What follows belongs to an exercise in optimizing a design on an open flow for small area; a production flow would make more cautious choices. The RTL was checked by simulation tests, not by an equivalence proof against the original design. No driver is modelled on the clock port, so clock power and skew are understated where the tree is cut down; a real chip needs a root buffer or a tree. Power is estimated from default activity; no workload was simulated.

onyx:
==> flow/design.v (excerpt) <==
module kfcu (
    input  wire        clk,
    input  wire        rst,
    input  wire        cmd_valid,
    input  wire [3:0]  cmd_op,
    input  wire [15:0] cmd_arg,
    output wire        cmd_ready,
    output wire        rsp_valid,
    output wire [1:0]  rsp_err,
    output wire [15:0] rsp_data
);
Size in the first run: roughly 160 cells after synthesis, ~1700 um2 of cells after synthesis.
==> flow/config.mk <==
export PLATFORM = sky130hd
export DESIGN_NAME = kfcu
export DESIGN_NICKNAME = kfcu
export VERILOG_FILES = /design/flow/design.v
export SDC_FILE = /design/flow/constraint.sdc
export NUM_CORES = 4
export LEC_CHECK = 0
export CAP_MARGIN = 20
export CORE_MARGIN = 2
export CORE_UTILIZATION = 40
export PLACE_DENSITY = 0.6
export SLEW_MARGIN = 20
==> flow/constraint.sdc <==
create_clock -name core_clock -period 6.0 [get_ports {clk}]
set_input_delay 1.2000 -clock core_clock [delete_from_list [all_inputs] [get_ports {clk}]]
set_output_delay 1.2000 -clock core_clock [all_outputs]
set_load 0.01 [all_outputs]
standard.sh (not shown) runs the stock make flow with config.mk's settings and CLKGATE_MAP_FILE= SYNTH_SCRIPT=/design/flow/synth_recipe.tcl, a recipe that flattens the netlist after the stock synthesis.
==> flow/flow/run.sh <==
#!/bin/bash
# Own layout flow: the standard ORFS flow (standard.sh) with
#  - an area-oriented ABC mapping script in synthesis (the rest of the
#    synthesis, and so the registers and their names, is unchanged),
#  - port buffers, and the buffer synthesis puts on the constant output,
#    of the smallest buffer cell (buf_1),
#  - a clock tree of a few clock buffers fed from the clock port, built
#    after CTS in place of its H-tree (the design has 35 registers).
# Each tool run's output goes to its own log file in this folder.
set -euo pipefail
W=$(pwd)
rm -rf "$W/scripts_syn"
cp -r "$FLOW_HOME/scripts" "$W/scripts_syn"
cp "$W/flow/abc.script" "$W/scripts_syn/abc_speed.script"
cat > "$W/own_synth.tcl" <<EOT
set ::env(SCRIPTS_DIR) $W/scripts_syn
set ::env(MIN_BUF_CELL_AND_PORTS) "sky130_fd_sc_hd__buf_1 A X"
source $W/synth_recipe.tcl
EOT
sed "s#SYNTH_SCRIPT=[^ ]*#SYNTH_SCRIPT=$W/own_synth.tcl#" standard.sh > own.sh
grep -q own_synth.tcl own.sh
export BUFFER_PORTS_ARGS="-buffer_cell sky130_fd_sc_hd__buf_1"
export CTS_ARGS="-sink_clustering_enable -repair_clock_nets -dont_use_dummy_load"
export POST_CTS_TCL="$W/flow/clock_buffers.tcl"
export KF_CLKBUF_CELL=${KF_CLKBUF_CELL:-sky130_fd_sc_hd__clkbuf_4}
export KF_CLKBUF_COUNT=${KF_CLKBUF_COUNT:-3}
bash own.sh synth > synth.log 2>&1
bash own.sh floorplan > floorplan.log 2>&1
bash own.sh place > place.log 2>&1
bash own.sh cts > cts.log 2>&1
bash own.sh route > route.log 2>&1
bash own.sh finish > finish.log 2>&1
==> flow/flow/clock_buffers.tcl <==
# Replace the clock tree that CTS built with k clock buffers driven straight
# from the clock port, each driving one band of the register clock pins.
proc kf_clock_buffers { cell k } {
  set block [ord::get_db_block]
  set clk [$block findNet clk]
  set sinks {}
  set tree_insts {}
  set tree_nets {}
  set todo [list $clk]
  while { [llength $todo] } {
    set net [lindex $todo 0]
    set todo [lrange $todo 1 end]
    foreach it [$net getITerms] {
      if { [$it isOutputSignal] } { continue }
      set inst [$it getInst]
      set m [[$inst getMaster] getName]
      if { [string match "sky130_fd_sc_hd__clkbuf_*" $m] || [string match "sky130_fd_sc_hd__clkinv*" $m] || [string match "sky130_fd_sc_hd__buf_*" $m] } {
        lappend tree_insts $inst
        foreach o [$inst getITerms] {
          if { [$o isOutputSignal] && [$o getNet] ne "NULL" } {
            lappend tree_nets [$o getNet]
            lappend todo [$o getNet]
          }
        }
      } else {
        lappend sinks $it
      }
    }
  }
  puts "kf_clock_buffers: [llength $sinks] sinks, removing [llength $tree_insts] tree cells"
  set pts {}
  foreach it $sinks {
    set loc [[$it getInst] getLocation]
    lappend pts [list $it [lindex $loc 0] [lindex $loc 1]]
    $it disconnect
  }
  foreach inst $tree_insts { odb::dbInst_destroy $inst }
  foreach net $tree_nets { odb::dbNet_destroy $net }
  # k groups: sort by y into bands, which suits a small square core
  set pts [lsort -integer -index 2 $pts]
  set n [llength $pts]
  set master [[ord::get_db] findMaster $cell]
  for { set g 0 } { $g < $k } { incr g } {
    set lo [expr {($g * $n) / $k}]
    set hi [expr {(($g + 1) * $n) / $k - 1}]
    set grp [lrange $pts $lo $hi]
    set buf [odb::dbInst_create $block $master clkroot_buf_$g]
    set net [odb::dbNet_create $block clkroot_net_$g]
    $net setSigType CLOCK
    [$buf findITerm A] connect $clk
    [$buf findITerm X] connect $net
    set sx 0; set sy 0
    foreach p $grp {
      [lindex $p 0] connect $net
      set sx [expr {$sx + [lindex $p 1]}]
      set sy [expr {$sy + [lindex $p 2]}]
    }
    set m [llength $grp]
    $buf setLocation [expr {$sx / $m}] [expr {$sy / $m}]
    $buf setPlacementStatus PLACED
  }
}

kf_clock_buffers $::env(KF_CLKBUF_CELL) $::env(KF_CLKBUF_COUNT)
detailed_placement
check_placement -verbose
estimate_parasitics -placement
report_clock_skew
report_check_types -max_slew -max_capacitance
Other scripts of this flow, unchanged in this note and not shown: flow/flow/abc.script
Modified inputs, ember compared to onyx
Settings: an added GPL_TIMING_DRIVEN of 0.
--- a/flow/flow/run.sh
+++ b/flow/flow/run.sh
@@ -24,5 +24,5 @@
 export POST_CTS_TCL="$W/flow/clock_buffers.tcl"
 export KF_CLKBUF_CELL=${KF_CLKBUF_CELL:-sky130_fd_sc_hd__clkbuf_4}
-export KF_CLKBUF_COUNT=${KF_CLKBUF_COUNT:-3}
+export KF_CLKBUF_COUNT=${KF_CLKBUF_COUNT:-4}
 bash own.sh synth > synth.log 2>&1
 bash own.sh floorplan > floorplan.log 2>&1
### Flow results
Changes observed in ember relative to onyx: wire length now sits lower, final worst slack now sits lower, arrival time reported for the critical path endpoint now sits higher, wire length of the first global-routing pass now sits lower.
For maple, these inputs were changed with respect to ember:
Settings: a deleted GPL_TIMING_DRIVEN that had been 0; a change of PLACE_DENSITY from 0.6 to 0.85; a change of CORE_UTILIZATION from 40 to 70.
--- a/flow/flow/run.sh
+++ b/flow/flow/run.sh
@@ -24,5 +24,5 @@
 export POST_CTS_TCL="$W/flow/clock_buffers.tcl"
 export KF_CLKBUF_CELL=${KF_CLKBUF_CELL:-sky130_fd_sc_hd__clkbuf_4}
-export KF_CLKBUF_COUNT=${KF_CLKBUF_COUNT:-4}
+export KF_CLKBUF_COUNT=${KF_CLKBUF_COUNT:-3}
 bash own.sh synth > synth.log 2>&1
 bash own.sh floorplan > floorplan.log 2>&1
Findings:
- The estimated power of maple ends up lower than the estimate for ember.
- maple reached the final stage; the timing, DRC and antenna checks on its layout passed.
- In maple the worst relative slew slack turned out 2.7 points lower than in ember.
- Taking ember as the reference, in maple total buffers and inverters traversed by the critical path has remained practically unchanged; initial standard-cell utilization of the core saw an increase; routability congestion estimate lost about 9%; die area fell about 40%; combinational cell fraction of total power now sits higher.
No run of this note takes its clock network from TritonCTS; it comes from the design's own scripts or RTL.

[separate check: timing with driven ports]
In the flow no input, the clock included, has a driving cell. The finished layouts below were timed again as built, in two steps.
Step 1 (the two cells are an assumption about what drives the block):
set clk [get_ports {clk}]
set_driving_cell -lib_cell sky130_fd_sc_hd__clkbuf_16 $clk
set_driving_cell -lib_cell sky130_fd_sc_hd__buf_2 [delete_from_list [all_inputs] $clk]
Step 2 moves the port delays by t, midway between the first and last clock arrival at a register: inputs arrive t later, outputs are due t later. That takes back most of the time a late clock gives input paths.
a / b / c = ideal ports / drivers / drivers and shift; a / b = the first two.
run | shift t [ns] | slack for setup (ns) | worst hold slack (ns) | slew at the worst register clock pin (ns) | pins driven straight from the clock port
onyx | 0.207 | 0.561 / 0.576 / 0.369 | 0.587 / 0.587 / 0.587 | 0.12 / 0.12 | 3
ember | 0.196 | 0.529 / 0.545 / 0.349 | 0.580 / 0.580 / 0.580 | 0.11 / 0.11 | 4
maple | 0.204 | 0.449 / 0.459 / 0.255 | 0.601 / 0.601 / 0.601 | 0.12 / 0.12 | 3
After both steps every run listed still meets setup and hold. For maple, which loses most, drivers alone change the setup slack by +0.010 ns; drivers and shift together by -0.194 ns.
